From an optimization exercise on the open Yosys and OpenROAD flow, aimed at small area, a short achievable clock period and few clock cycles; shortcuts taken in it are not production practice.
Function was checked by simulation only, so behaviour that the tests miss may differ from the original.
Power is estimated from default activity; no workload was simulated.

==> 08-25: inputs <==
==> flow/design.v <==
module debounce_vertical_counter (
    input  wire        clk,
    input  wire        rst,           
    input  wire        bus_req,
    input  wire        bus_we,
    input  wire [9:0]  bus_addr,
    input  wire [1:0]  bus_size,      
    input  wire [31:0] bus_wdata,
    output wire        bus_ack,
    output wire        bus_err,
    output wire [31:0] bus_rdata,
    input  wire [31:0] sample_in,
    output wire        evt_valid
);
    localparam W           = 32;
    localparam MAX_BUTTONS = 32;
    localparam [3:0] R_OK              = 4'd0;
    localparam [3:0] R_ILLEGAL         = 4'd1;
    localparam [3:0] R_PIN_RANGE       = 4'd2;
    localparam [3:0] R_TABLE_FULL      = 4'd3;
    localparam [3:0] R_BAD_ENTRY       = 4'd4;
    localparam [3:0] R_NOT_DISPATCHING = 4'd5;
    localparam [3:0] R_HANDLER_RAISED  = 4'd6;
    localparam [3:0] R_FAULTED         = 4'd7;
    localparam [3:0] F_REENTRANT_TICK       = 4'd1;
    localparam [3:0] F_REGISTER_IN_DISPATCH = 4'd2;
    localparam [31:0] ID_VALUE     = 32'h42544E31;
    localparam [31:0] CONFIG_VALUE = {7'd0, 1'b0, 8'd8, 8'd32, 8'd32};
    reg [W-1:0] raw_q, c0_q, c1_q, last_q, delta_q, rising_q, falling_q;
    reg [5:0]   count_q;
    reg [4:0]   t_pin     [0:MAX_BUTTONS-1];    
    reg         t_hr_p    [0:MAX_BUTTONS-1];    
    reg [7:0]   t_hr_t    [0:MAX_BUTTONS-1];    
    reg         t_hf_p    [0:MAX_BUTTONS-1];
    reg [7:0]   t_hf_t    [0:MAX_BUTTONS-1];
    reg         t_ar_p    [0:MAX_BUTTONS-1];    
    reg [7:0]   t_ar_t    [0:MAX_BUTTONS-1];
    reg         t_af_p    [0:MAX_BUTTONS-1];
    reg [7:0]   t_af_t    [0:MAX_BUTTONS-1];
    reg         t_lastp   [0:MAX_BUTTONS-1];    
    reg         dispatching_q;
    reg [4:0]   cur_e_q;
    reg         cur_ph_q;
    reg         ev_loaded_q;
    reg [16:0]  ev_tok_q;                       
    reg [3:0]   result_q;
    reg         fault_q;
    reg [3:0]   fault_code_q;
    assign evt_valid = dispatching_q;
    wire req_bad   = (bus_size != 2'd2) || (bus_addr[1:0] != 2'b00);
    wire do_cmd    = bus_req && !req_bad && bus_we && (bus_addr == 10'h004);
    assign bus_ack = bus_req;
    assign bus_err = req_bad;
    wire [31:0] v  = bus_wdata;
    wire [3:0]  op = v[31:28];
    wire dec_tick  = (op == 4'h1) && (v[27:0] == 28'd0);
    wire dec_reg   = (op == 4'h2) && (v[27:8] == 20'd0);
    wire dec_set   = ((op == 4'h3) || (op == 4'h4)) && (v[27:24] == 4'd0) && (v[14:9] == 6'd0);
    wire dec_ack   = (op == 4'h5) && (v[27:1] == 27'd0);
    wire dec_reset = (v == 32'hF0000000);
    wire [7:0] f_pin     = v[7:0];
    wire [7:0] f_entry   = v[23:16];
    wire       f_edge    = v[15];
    wire       f_raised  = v[0];
    wire cmd_live  = do_cmd && !dec_reset && !fault_q;
    wire tick_ok   = cmd_live && dec_tick && !dispatching_q;
    wire reg_ok    = cmd_live && dec_reg && !dispatching_q &&
                     (f_pin[7:5] == 3'd0) && (count_q != MAX_BUTTONS);
    wire set_ok    = cmd_live && dec_set && ({2'd0, count_q} > f_entry);
    wire ack_ok    = cmd_live && dec_ack && dispatching_q && !f_raised;
    wire ack_abort = cmd_live && dec_ack && dispatching_q && f_raised;
    wire [W-1:0] d_new   = sample_in ^ raw_q;
    wire [W-1:0] c1_new  = (c1_q ^ c0_q) & d_new;
    wire [W-1:0] c0_new  = (~c0_q) & d_new;
    wire [W-1:0] raw_new = raw_q ^ (c0_new & c1_new);
    wire [W-1:0] ri_new  = raw_new & ~last_q;
    wire [W-1:0] fa_new  = ~raw_new & last_q;
    wire         op_reg   = v[29];
    wire         op_ack   = v[30];
    wire [W-1:0] lane_src = op_reg ? sample_in : (op_ack ? raw_q : raw_new);
    wire [4:0] cur_pos_hi = cur_e_q;
    reg  [63:0] m;
    reg  [MAX_BUTTONS-1:0] lane_bit;
    integer k;
    always @(*) begin
        for (k = 0; k < MAX_BUTTONS; k = k + 1) begin
            lane_bit[k] = lane_src[t_pin[k]];
            m[2*k]   = (k < count_q) && t_hr_p[k] && lane_bit[k] && !t_lastp[k] &&
                       (!op_ack || ({k[4:0], 1'b0} > {cur_e_q, cur_ph_q}));
            m[2*k+1] = (k < count_q) && t_hf_p[k] && !lane_bit[k] && t_lastp[k] &&
                       (!op_ack || ({k[4:0], 1'b1} > {cur_e_q, cur_ph_q}));
        end
    end
    wire any_match = |m;
    reg [5:0] first_pos;
    integer j;
    always @(*) begin
        first_pos = 6'd0;
        for (j = 63; j >= 0; j = j - 1)
            if (m[j]) first_pos = j[5:0];
    end
    wire lane_new_reg = sample_in[f_pin[4:0]];
    wire       in_win  = (bus_addr[9:8] != 2'b00);
    wire [4:0] rd_i    = in_win ? {bus_addr[9], bus_addr[7:4]} : cur_e_q;
    wire [4:0] e_pin = t_pin[rd_i];
    wire       e_hrp = t_hr_p[rd_i];
    wire [7:0] e_hrt = t_hr_t[rd_i];
    wire       e_hfp = t_hf_p[rd_i];
    wire [7:0] e_hft = t_hf_t[rd_i];
    wire       e_arp = t_ar_p[rd_i];
    wire [7:0] e_art = t_ar_t[rd_i];
    wire       e_afp = t_af_p[rd_i];
    wire [7:0] e_aft = t_af_t[rd_i];
    wire [16:0] ev_live = cur_ph_q ? {e_afp, e_aft & {8{e_afp}}, e_hft}
                                   : {e_arp, e_art & {8{e_arp}}, e_hrt};
    wire [16:0] ev_tok  = ev_loaded_q ? ev_tok_q : ev_live;
    wire [31:0] ev_word = dispatching_q ?
                          {1'b1, cur_e_q, cur_ph_q, ev_tok, 3'd0, e_pin} : 32'd0;
    reg [31:0] rd_value;
    wire rd_valid = ({1'b0, rd_i} < count_q);
    always @(*) begin
        rd_value = 32'd0;
        if (bus_addr[9:8] == 2'b00) begin
            case (bus_addr[7:0])
                8'h00: rd_value = ID_VALUE;
                8'h08: rd_value = {8'd0, 2'd0, count_q, 4'd0, fault_code_q,
                                   2'd0, fault_q, dispatching_q, result_q};
                8'h0C: rd_value = raw_q;
                8'h10: rd_value = c0_q;
                8'h14: rd_value = c1_q;
                8'h18: rd_value = last_q;
                8'h1C: rd_value = delta_q;
                8'h20: rd_value = rising_q;
                8'h24: rd_value = falling_q;
                8'h28: rd_value = ev_word;
                8'h2C: rd_value = CONFIG_VALUE;
                default: rd_value = 32'd0;
            endcase
        end else if (bus_addr[9:8] != 2'b11 && rd_valid) begin
            case (bus_addr[3:2])
                2'd0: rd_value = {1'b1, 23'd0, 3'd0, e_pin};
                2'd1: rd_value = {7'd0, e_arp, e_art & {8{e_arp}}, 7'd0,
                                  e_hrp, e_hrt & {8{e_hrp}}};
                2'd2: rd_value = {7'd0, e_afp, e_aft & {8{e_afp}}, 7'd0,
                                  e_hfp, e_hft & {8{e_hfp}}};
                default: rd_value = 32'd0;
            endcase
        end
    end
    assign bus_rdata = rd_value;
    wire do_reset = rst || (do_cmd && dec_reset);
    wire finish   = (tick_ok || ack_ok) && !any_match;
    wire present  = (tick_ok || ack_ok) && any_match;
    always @(posedge clk) begin
        if (do_reset) begin
            raw_q         <= 32'd0;
            c0_q          <= 32'd0;
            c1_q          <= 32'd0;
            last_q        <= 32'd0;
            delta_q       <= 32'd0;
            rising_q      <= 32'd0;
            falling_q     <= 32'd0;
            count_q       <= 6'd0;
            dispatching_q <= 1'b0;
            cur_e_q       <= 5'd0;
            cur_ph_q      <= 1'b0;
            result_q      <= R_OK;
            fault_q       <= 1'b0;
            fault_code_q  <= 4'd0;
        end else if (do_cmd) begin
            if (fault_q) begin
                result_q <= R_FAULTED;
            end else if (dec_tick) begin
                if (dispatching_q) begin
                    fault_q      <= 1'b1;
                    fault_code_q <= F_REENTRANT_TICK;
                    result_q     <= R_FAULTED;
                end else begin
                    raw_q     <= raw_new;
                    c0_q      <= c0_new;
                    c1_q      <= c1_new;
                    delta_q   <= d_new;
                    rising_q  <= ri_new;
                    falling_q <= fa_new;
                    result_q  <= R_OK;
                end
            end else if (dec_reg) begin
                if (dispatching_q) begin
                    fault_q      <= 1'b1;
                    fault_code_q <= F_REGISTER_IN_DISPATCH;
                    result_q     <= R_FAULTED;
                end else if (f_pin >= W) begin
                    result_q <= R_PIN_RANGE;
                end else if (count_q == MAX_BUTTONS) begin
                    result_q <= R_TABLE_FULL;
                end else begin
                    count_q  <= count_q + 6'd1;
                    raw_q    <= sample_in;
                    last_q   <= sample_in;
                    result_q <= R_OK;
                end
            end else if (dec_set) begin
                if ({2'd0, count_q} <= f_entry)
                    result_q <= R_BAD_ENTRY;
                else
                    result_q <= R_OK;
            end else if (dec_ack) begin
                if (!dispatching_q)
                    result_q <= R_NOT_DISPATCHING;
                else if (f_raised) begin
                    dispatching_q <= 1'b0;
                    result_q      <= R_HANDLER_RAISED;
                end else
                    result_q <= R_OK;
            end else begin
                result_q <= R_ILLEGAL;
            end
            if (present) begin
                dispatching_q <= 1'b1;
                cur_e_q       <= first_pos[5:1];
                cur_ph_q      <= first_pos[0];
            end
            if (finish) begin
                dispatching_q <= 1'b0;
                last_q        <= tick_ok ? raw_new : raw_q;
            end
        end
    end
    always @(posedge clk) begin
        if (do_cmd && present)
            ev_loaded_q <= 1'b0;
        else if (bus_req && !in_win && dispatching_q)
            ev_loaded_q <= 1'b1;
        if (bus_req && !in_win && dispatching_q && !ev_loaded_q)
            ev_tok_q <= ev_live;
    end
    integer i;
    always @(posedge clk) begin
        for (i = 0; i < MAX_BUTTONS; i = i + 1) begin
            if (!do_reset && reg_ok && count_q[4:0] == i) begin
                t_pin[i]  <= f_pin[4:0];
                t_hr_p[i] <= 1'b0;
                t_hf_p[i] <= 1'b0;
                t_ar_p[i] <= 1'b0;
                t_af_p[i] <= 1'b0;
            end
            if (!do_reset && set_ok && f_entry[4:0] == i) begin
                if (op == 4'h3) begin
                    if (f_edge) begin
                        t_hf_p[i] <= v[8];
                        t_hf_t[i] <= v[7:0];
                    end else begin
                        t_hr_p[i] <= v[8];
                        t_hr_t[i] <= v[7:0];
                    end
                end else begin
                    if (f_edge) begin
                        t_af_p[i] <= v[8];
                        t_af_t[i] <= v[7:0];
                    end else begin
                        t_ar_p[i] <= v[8];
                        t_ar_t[i] <= v[7:0];
                    end
                end
            end
            if (!do_reset && (tick_ok || ack_ok || reg_ok))
                t_lastp[i] <= (reg_ok && count_q[4:0] == i) ? lane_new_reg :
                              (reg_ok || !any_match) ? lane_bit[i] : t_lastp[i];
        end
    end
endmodule
==> flow/run.sh <==
#!/bin/bash
# synth_recipe.tcl (not shown) runs the flow's synth.tcl, then flattens the netlist and writes it again
# the make line also repeats each setting of config.mk as NAME=value (left out here)
make -C /OpenROAD-flow-scripts/flow DESIGN_CONFIG=/design/flow/config.mk WORK_HOME=/design/flow/orfs CLKGATE_MAP_FILE= SYNTH_SCRIPT=/design/flow/synth_recipe.tcl finish
==> flow/config.mk <==
export PLATFORM = sky130hd
export DESIGN_NAME = debounce_vertical_counter
export DESIGN_NICKNAME = debounce_vertical_counter
export VERILOG_FILES = /design/flow/design.v
export SDC_FILE = /design/flow/constraint.sdc
export NUM_CORES = 4
export LEC_CHECK = 0
export ABC_AREA = 1
export CAP_MARGIN = 20
export CORE_MARGIN = 2
export CORE_UTILIZATION = 40
export SETUP_SLACK_MARGIN = 3.5
export SLEW_MARGIN = 20
==> flow/constraint.sdc <==
create_clock -name core_clock -period 10.0 [get_ports {clk}]
set_input_delay 2.0000 -clock core_clock [delete_from_list [all_inputs] [get_ports {clk}]]
set_output_delay 2.0000 -clock core_clock [all_outputs]
set_load 0.01 [all_outputs]
==> 02-03: changes against 08-25 <==
--- a/flow/design.v
+++ b/flow/design.v
@@ -76,7 +76,5 @@
     wire [W-1:0] ri_new  = raw_new & ~last_q;
     wire [W-1:0] fa_new  = ~raw_new & last_q;
-    wire         op_reg   = v[29];
-    wire         op_ack   = v[30];
-    wire [W-1:0] lane_src = op_reg ? sample_in : (op_ack ? raw_q : raw_new);
+    wire [W-1:0] lane_src = dec_tick ? raw_new : (dec_reg ? sample_in : raw_q);
     wire [4:0] cur_pos_hi = cur_e_q;
     reg  [63:0] m;
@@ -87,7 +85,7 @@
             lane_bit[k] = lane_src[t_pin[k]];
             m[2*k]   = (k < count_q) && t_hr_p[k] && lane_bit[k] && !t_lastp[k] &&
-                       (!op_ack || ({k[4:0], 1'b0} > {cur_e_q, cur_ph_q}));
+                       (dec_tick || ({k[4:0], 1'b0} > {cur_e_q, cur_ph_q}));
             m[2*k+1] = (k < count_q) && t_hf_p[k] && !lane_bit[k] && t_lastp[k] &&
-                       (!op_ack || ({k[4:0], 1'b1} > {cur_e_q, cur_ph_q}));
+                       (dec_tick || ({k[4:0], 1'b1} > {cur_e_q, cur_ph_q}));
         end
     end
@@ -230,8 +228,8 @@
         if (do_cmd && present)
             ev_loaded_q <= 1'b0;
-        else if (bus_req && !in_win && dispatching_q)
+        else if (bus_req && !in_win && dispatching_q && !ev_loaded_q) begin
             ev_loaded_q <= 1'b1;
-        if (bus_req && !in_win && dispatching_q && !ev_loaded_q)
-            ev_tok_q <= ev_live;
+            ev_tok_q    <= ev_live;
+        end
     end
     integer i;
@@ -264,7 +262,6 @@
                 end
             end
-            if (!do_reset && (tick_ok || ack_ok || reg_ok))
-                t_lastp[i] <= (reg_ok && count_q[4:0] == i) ? lane_new_reg :
-                              (reg_ok || !any_match) ? lane_bit[i] : t_lastp[i];
+            if (!do_reset && (finish || reg_ok))
+                t_lastp[i] <= (reg_ok && count_q[4:0] == i) ? lane_new_reg : lane_bit[i];
         end
     end
Settings changed: ABC_AREA 1 to unset, SETUP_SLACK_MARGIN 3.5 to unset.
==> run notes <==
* Crit path buf inv count at 10
* Cell Int Power at 11.1 mW
* CP Capture Point: bus_rdata[18]
* Status: no timing/DRC/antenna violations
* Top-count cell post-synth: nand2_1
the above is filed under 08-25

==> run notes <==
* Top-count cell post-synth: edfxtp_1
* Crit path buf inv count at 8
* CP Capture Point: bus_rdata[19]
* Status: no timing/DRC/antenna violations
the above is filed under 02-03

Testbench counts of 08-25, summed over its fixed seeds: cycles 9,279.
Testbench counts of 02-03, summed over its fixed seeds: cycles 9,279.

---

==> 12-04 <==
Another version of the RTL of debounce_vertical_counter (not shown whole).
Settings: LEC_CHECK=0, ABC_AREA=1, CAP_MARGIN=20, CORE_MARGIN=2, CORE_UTILIZATION=50, PLACE_DENSITY=0.65, SETUP_SLACK_MARGIN=3.8, SLEW_MARGIN=20; clock period 10.0 ns.
run.sh (not shown) runs the stock make flow with config.mk's settings and CLKGATE_MAP_FILE= SYNTH_SCRIPT=/design/flow/synth_recipe.tcl, a recipe that flattens the netlist after the stock synthesis.
==> 09-01 (differences from 12-04) <==
--- a/flow/design.v
+++ b/flow/design.v
@@ -45,25 +45,34 @@
     reg [4:0]   cur_e_q;
     reg         cur_ph_q;
     reg         ev_loaded_q;
     reg [16:0]  ev_tok_q;                       
     reg [4:0]   ev_pin_q;
+    reg         ent_fresh_q;                    
+    reg [40:0]  ent_q;                          
+    reg         set_v_q;
+    reg [4:0]   set_e_q;
+    reg         set_a_q;                        
+    reg         set_f_q;                        
+    reg         set_p_q;
+    reg [7:0]   set_t_q;
     reg [3:0]   result_q;
     reg         fault_q;
     reg [3:0]   fault_code_q;
-    reg         w1_q, w2_q;                     
+    reg         w1_q, w2_q, w3_q;               
     reg [7:0]   wa_q;                           
     reg [31:0]  win_q;
     assign evt_valid = dispatching_q;
     wire req_bad   = (bus_size != 2'd2) || (bus_addr[1:0] != 2'b00);
     wire do_cmd    = bus_req && !req_bad && bus_we && (bus_addr == 10'h004) && !refresh_q;
     wire fast_rd   = (bus_addr[9:6] == 4'd0) &&
                      ((bus_addr[5:3] == 3'b001) || (bus_addr[5:2] == 4'h8) ||
                       (bus_addr[5:2] == 4'h9) || (bus_addr[5:2] == 4'hA));
     wire win_rd    = bus_req && !req_bad && !bus_we && !fast_rd;
-    wire ev_stall  = !bus_we && (bus_addr[9:2] == 8'h0A) && dispatching_q && !ev_loaded_q;
-    assign bus_ack = bus_req && !(win_rd && !w2_q) && !(bus_we && refresh_q) && !ev_stall;
+    wire ev_stall  = !bus_we && (bus_addr[9:2] == 8'h0A) && dispatching_q &&
+                     !ev_loaded_q && !ent_fresh_q;
+    assign bus_ack = bus_req && !(win_rd && !w3_q) && !(bus_we && refresh_q) && !ev_stall;
     assign bus_err = req_bad;
     wire [31:0] v  = bus_wdata;
     wire [3:0]  op = v[31:28];
     wire dec_tick  = (op == 4'h1) && (v[27:0] == 28'd0);
     wire dec_reg   = (op == 4'h2) && (v[27:8] == 20'd0);
@@ -76,11 +85,11 @@
     wire       f_raised  = v[0];
     wire cmd_live  = do_cmd && !dec_reset && !fault_q;
     wire tick_ok   = cmd_live && dec_tick && !dispatching_q;
     wire reg_ok    = cmd_live && dec_reg && !dispatching_q &&
                      (f_pin[7:5] == 3'd0) && (count_q != MAX_BUTTONS);
-    wire set_cmd   = cmd_live && dec_set && (f_entry[7:5] == 3'd0);
+    wire set_cmd   = cmd_live && dec_set && ({2'd0, count_q} > f_entry);
     wire ack_ok    = cmd_live && dec_ack && dispatching_q && !f_raised;
     wire [W-1:0] d_new   = sample_in ^ raw_q;
     wire [W-1:0] c1_new  = (c1_q ^ c0_q) & d_new;
     wire [W-1:0] c0_new  = (~c0_q) & d_new;
     wire [W-1:0] flip_ok = c1_q & ~c0_q;
@@ -90,21 +99,24 @@
     wire [W-1:0] fa_new  = ~raw_new & last_v;
     wire         op_ack   = v[30];
     wire [W-1:0] take_s   = flip_ok & {W{!refresh_q}};
     wire [W-1:0] lane_src = (take_s & sample_in) | (~take_s & raw_q);
     reg  [MAX_BUTTONS-1:0] e_gt, e_eq, valid, arm, lane_bit, m, lastp_vec, rawp_vec;
+    reg  [MAX_BUTTONS-1:0] hr_p_v, hf_p_v;
     integer k;
     always @(*) begin
         for (k = 0; k < MAX_BUTTONS; k = k + 1) begin
+            hr_p_v[k]    = (set_v_q && !set_a_q && !set_f_q && set_e_q == k) ? set_p_q : t_hr_p[k];
+            hf_p_v[k]    = (set_v_q && !set_a_q &&  set_f_q && set_e_q == k) ? set_p_q : t_hf_p[k];
             valid[k]     = (k < count_q);
             e_gt[k]      = (k > cur_e_q);
             e_eq[k]      = (k == cur_e_q);
             rawp_vec[k]  = t_rawp[k];
             lastp_vec[k] = same_q ? t_rawp[k] : t_lastp[k];
             arm[k]       = valid[k] &&
-                           (lastp_vec[k] ? (t_hf_p[k] && (!op_ack || e_gt[k] || (e_eq[k] && !cur_ph_q)))
-                                         : (t_hr_p[k] && (!op_ack || e_gt[k])));
+                           (lastp_vec[k] ? (hf_p_v[k] && (!op_ack || e_gt[k] || (e_eq[k] && !cur_ph_q)))
+                                         : (hr_p_v[k] && (!op_ack || e_gt[k])));
             lane_bit[k]  = lane_src[t_pin[k]];
             m[k]         = arm[k] && ((op_ack ? rawp_vec[k] : lane_bit[k]) != lastp_vec[k]);
         end
     end
     reg        pf [0:62];
@@ -127,23 +139,27 @@
     wire [4:0] first_e   = pe[0];
     wire       first_ph  = pp[0];
     wire [4:0] wi_q  = {wa_q[7], wa_q[5:2]};
     wire [1:0] wf_q  = wa_q[1:0];
     wire [4:0] rd_i  = w1_q ? wi_q : cur_e_q;
-    wire [4:0] e_pin = t_pin[rd_i];
-    wire       e_hrp = t_hr_p[rd_i];
-    wire [7:0] e_hrt = t_hr_t[rd_i];
-    wire       e_hfp = t_hf_p[rd_i];
-    wire [7:0] e_hft = t_hf_t[rd_i];
-    wire       e_arp = t_ar_p[rd_i];
-    wire [7:0] e_art = t_ar_t[rd_i];
-    wire       e_afp = t_af_p[rd_i];
-    wire [7:0] e_aft = t_af_t[rd_i];
+    wire [40:0] ent_mux = {t_pin[rd_i], t_hr_p[rd_i], t_hr_t[rd_i], t_hf_p[rd_i], t_hf_t[rd_i],
+                           t_ar_p[rd_i], t_ar_t[rd_i], t_af_p[rd_i], t_af_t[rd_i]};
+    wire [4:0] e_pin = ent_q[40:36];
+    wire       e_hrp = ent_q[35];
+    wire [7:0] e_hrt = ent_q[34:27];
+    wire       e_hfp = ent_q[26];
+    wire [7:0] e_hft = ent_q[25:18];
+    wire       e_arp = ent_q[17];
+    wire [7:0] e_art = ent_q[16:9];
+    wire       e_afp = ent_q[8];
+    wire [7:0] e_aft = ent_q[7:0];
     wire [16:0] ev_live = cur_ph_q ? {e_afp, e_aft & {8{e_afp}}, e_hft}
                                    : {e_arp, e_art & {8{e_arp}}, e_hrt};
+    wire [16:0] ev_tok  = ev_loaded_q ? ev_tok_q : ev_live;
+    wire [4:0]  ev_pin  = ev_loaded_q ? ev_pin_q : e_pin;
     wire [31:0] ev_word = dispatching_q ?
-                          {1'b1, cur_e_q, cur_ph_q, ev_tok_q, 3'd0, ev_pin_q} : 32'd0;
+                          {1'b1, cur_e_q, cur_ph_q, ev_tok, 3'd0, ev_pin} : 32'd0;
     reg [31:0] ent_word;
     always @(*) begin
         ent_word = 32'd0;
         if ({1'b0, wi_q} < count_q) begin
             case (wf_q)
@@ -185,18 +201,27 @@
         ({32{!bus_addr[5] && !bus_addr[2]}}                 & status_word) |
         ({32{!bus_addr[5] &&  bus_addr[2]}}                 & raw_q)       |
         ({32{ bus_addr[5] && !bus_addr[3] && !bus_addr[2]}} & rising_q)    |
         ({32{ bus_addr[5] &&  bus_addr[2]}}                 & falling_q)   |
         ({32{ bus_addr[5] &&  bus_addr[3]}}                 & ev_word);
-    assign bus_rdata = w2_q ? win_q : fast_word;
+    assign bus_rdata = w3_q ? win_q : fast_word;
     wire do_reset = rst || (do_cmd && dec_reset);
     wire finish   = (tick_ok || ack_ok) && !any_match;
     wire present  = (tick_ok || ack_ok) && any_match;
     always @(posedge clk) begin
         refresh_q <= !do_reset && reg_ok;
-        w1_q   <= !rst && win_rd && !w1_q && !w2_q;
+        w1_q   <= !rst && win_rd && !w1_q && !w2_q && !w3_q;
         w2_q   <= !rst && w1_q;
+        w3_q   <= !rst && w2_q;
+        ent_q  <= ent_mux;
+        ent_fresh_q <= !w1_q && !(do_cmd && present);
+        set_v_q <= !do_reset && set_cmd;
+        set_e_q <= f_entry[4:0];
+        set_a_q <= (op == 4'h4);
+        set_f_q <= f_edge;
+        set_p_q <= v[8];
+        set_t_q <= v[7:0];
         win_q  <= slow_word;
         wa_q   <= bus_addr[9:2];
     end
     always @(posedge clk) begin
         if (do_reset) begin
@@ -277,13 +302,13 @@
         end
     end
     always @(posedge clk) begin
         if (do_cmd && present)
             ev_loaded_q <= 1'b0;
-        else if (dispatching_q && !w1_q)
+        else if (dispatching_q && ent_fresh_q)
             ev_loaded_q <= 1'b1;
-        if (dispatching_q && !w1_q && !ev_loaded_q) begin
+        if (dispatching_q && ent_fresh_q && !ev_loaded_q) begin
             ev_tok_q <= ev_live;
             ev_pin_q <= e_pin;
         end
     end
     integer i;
@@ -294,26 +319,26 @@
                 t_hr_p[i] <= 1'b0;
                 t_hf_p[i] <= 1'b0;
                 t_ar_p[i] <= 1'b0;
                 t_af_p[i] <= 1'b0;
             end
-            if (!do_reset && set_cmd && valid[i] && f_entry[4:0] == i) begin
-                if (op == 4'h3) begin
-                    if (f_edge) begin
-                        t_hf_p[i] <= v[8];
-                        t_hf_t[i] <= v[7:0];
+            if (set_v_q && set_e_q == i) begin
+                if (!set_a_q) begin
+                    if (set_f_q) begin
+                        t_hf_p[i] <= set_p_q;
+                        t_hf_t[i] <= set_t_q;
                     end else begin
-                        t_hr_p[i] <= v[8];
-                        t_hr_t[i] <= v[7:0];
+                        t_hr_p[i] <= set_p_q;
+                        t_hr_t[i] <= set_t_q;
                     end
                 end else begin
-                    if (f_edge) begin
-                        t_af_p[i] <= v[8];
-                        t_af_t[i] <= v[7:0];
+                    if (set_f_q) begin
+                        t_af_p[i] <= set_p_q;
+                        t_af_t[i] <= set_t_q;
                     end else begin
-                        t_ar_p[i] <= v[8];
-                        t_ar_t[i] <= v[7:0];
+                        t_ar_p[i] <= set_p_q;
+                        t_ar_t[i] <= set_t_q;
                     end
                 end
             end
             if (refresh_q || tick_ok)
                 t_rawp[i] <= lane_bit[i];
==> flow/flow/run.sh (new file) <==
#!/bin/bash
# The standard layout (standard.sh: the standard flow's synthesis and ORFS flow, unchanged),
# except that the port buffers are inserted as buf_4 cells instead of the
# default delay buffer, which the timing repair keeps in its footprint.
set -euo pipefail
bash standard.sh "BUFFER_PORTS_ARGS=-buffer_cell sky130_fd_sc_hd__buf_4" finish > flow_make.log 2>&1
==> flow/standard.sh (new file) <==
#!/bin/bash
# synth_recipe.tcl (not shown) runs the flow's synth.tcl, then flattens the netlist and writes it again
# the make line also repeats each setting of config.mk as NAME=value (left out here)
make -C /OpenROAD-flow-scripts/flow DESIGN_CONFIG=/design/flow/config.mk WORK_HOME=/design/flow/orfs CLKGATE_MAP_FILE= SYNTH_SCRIPT=/design/flow/synth_recipe.tcl "${@:-finish}"
SETUP_SLACK_MARGIN = 4.0   (was 3.8)
removed: flow/run.sh
==> qor summary <==
item                                                             09-01        12-04
HPWL reported at the end of detailed placement               266800 um    266600 um
Fin util                                                        56.31%       56.14%
Final Total Pwr                                               15080 uW     14920 uW
Outcome                               no timing/DRC/antenna violations  no timing/DRC/antenna violations
Setup repair after global routing missed its margin              false         true
Final worst hold slack                                       0.4355 ns    0.4657 ns
Share of cells above drive strength 1                           9.525%       8.980%
Total clock buffers created by CTS                                 183          179
Amount of wire on met3 after detailed routing                 56990 um     52150 um
Area of the mapped netlist                                   85740 um2    84080 um2
Library cells used by synthesis                                     69           73
Die width                                                     418.1 um     414.1 um
Data arrival time at the worst-slack endpoint                  4.02 ns      6.95 ns
Worst vdd rail ir drop                                     0.0001889 V  0.0001843 V
Launch instance of the worst register-to-register path       refresh_q   cur_e_q[3]
Seq_cells                                                         1746         1686
Detail Route met2 WL                                         167100 um    166100 um
Worst-skew pair later-pin latency                              0.89 ns      0.90 ns
Hold-critical path endpoint                                       w3_q   delta_q[9]
Tightest slew margin relative to the limit                      13.96%       14.51%
Number of cells on the worst reg-to-reg path                        23           16
Final routed wirelength across all metal layers              401400 um    395200 um
Largest net degree at the start of global routing                   94           86
Number of cells in the finished layout apart from fillers        11960        11610
Final RePlAce weighted congestion                                1.068        1.060
Number of setup buffers added after CTS                              0            7
Testbench counts of 12-04, summed over its fixed seeds: cycles 9,279.
Testbench counts of 09-01, summed over its fixed seeds: cycles 9,279.

[port drivers added, routing unchanged]
The flow's constraints put no driver on any port. The routed layouts listed below were extracted and timed again, unchanged, in two steps.
Step 1: set_driving_cell puts a clkbuf_16 on clk and a buf_2 on each other input, an assumption about the parent block.
Step 2, shift: input delay + t, output delay - t, t = (earliest + latest rising clock arrival at the registers) / 2. This alone moves slack from input paths to output paths.
a / b / c = ideal ports / drivers / drivers and shift; a / b = the first two.
run | t (ns) | setup WS [ns] | worst setup path after step 2
08-25 | 0.932 | 1.946 / 1.883 / 1.883 | input to output
02-03 | 0.942 | 0.119 / 0.097 / 0.097 | input to output
12-04 | 0.947 | 3.550 / 3.593 / 2.646 | input to register
09-01 | 0.942 | 3.978 / 3.952 / 3.539 | input to register
After both steps every run listed still meets setup and hold. For 12-04, which loses most, drivers alone change the setup slack by +0.043 ns; drivers and shift together by -0.904 ns.
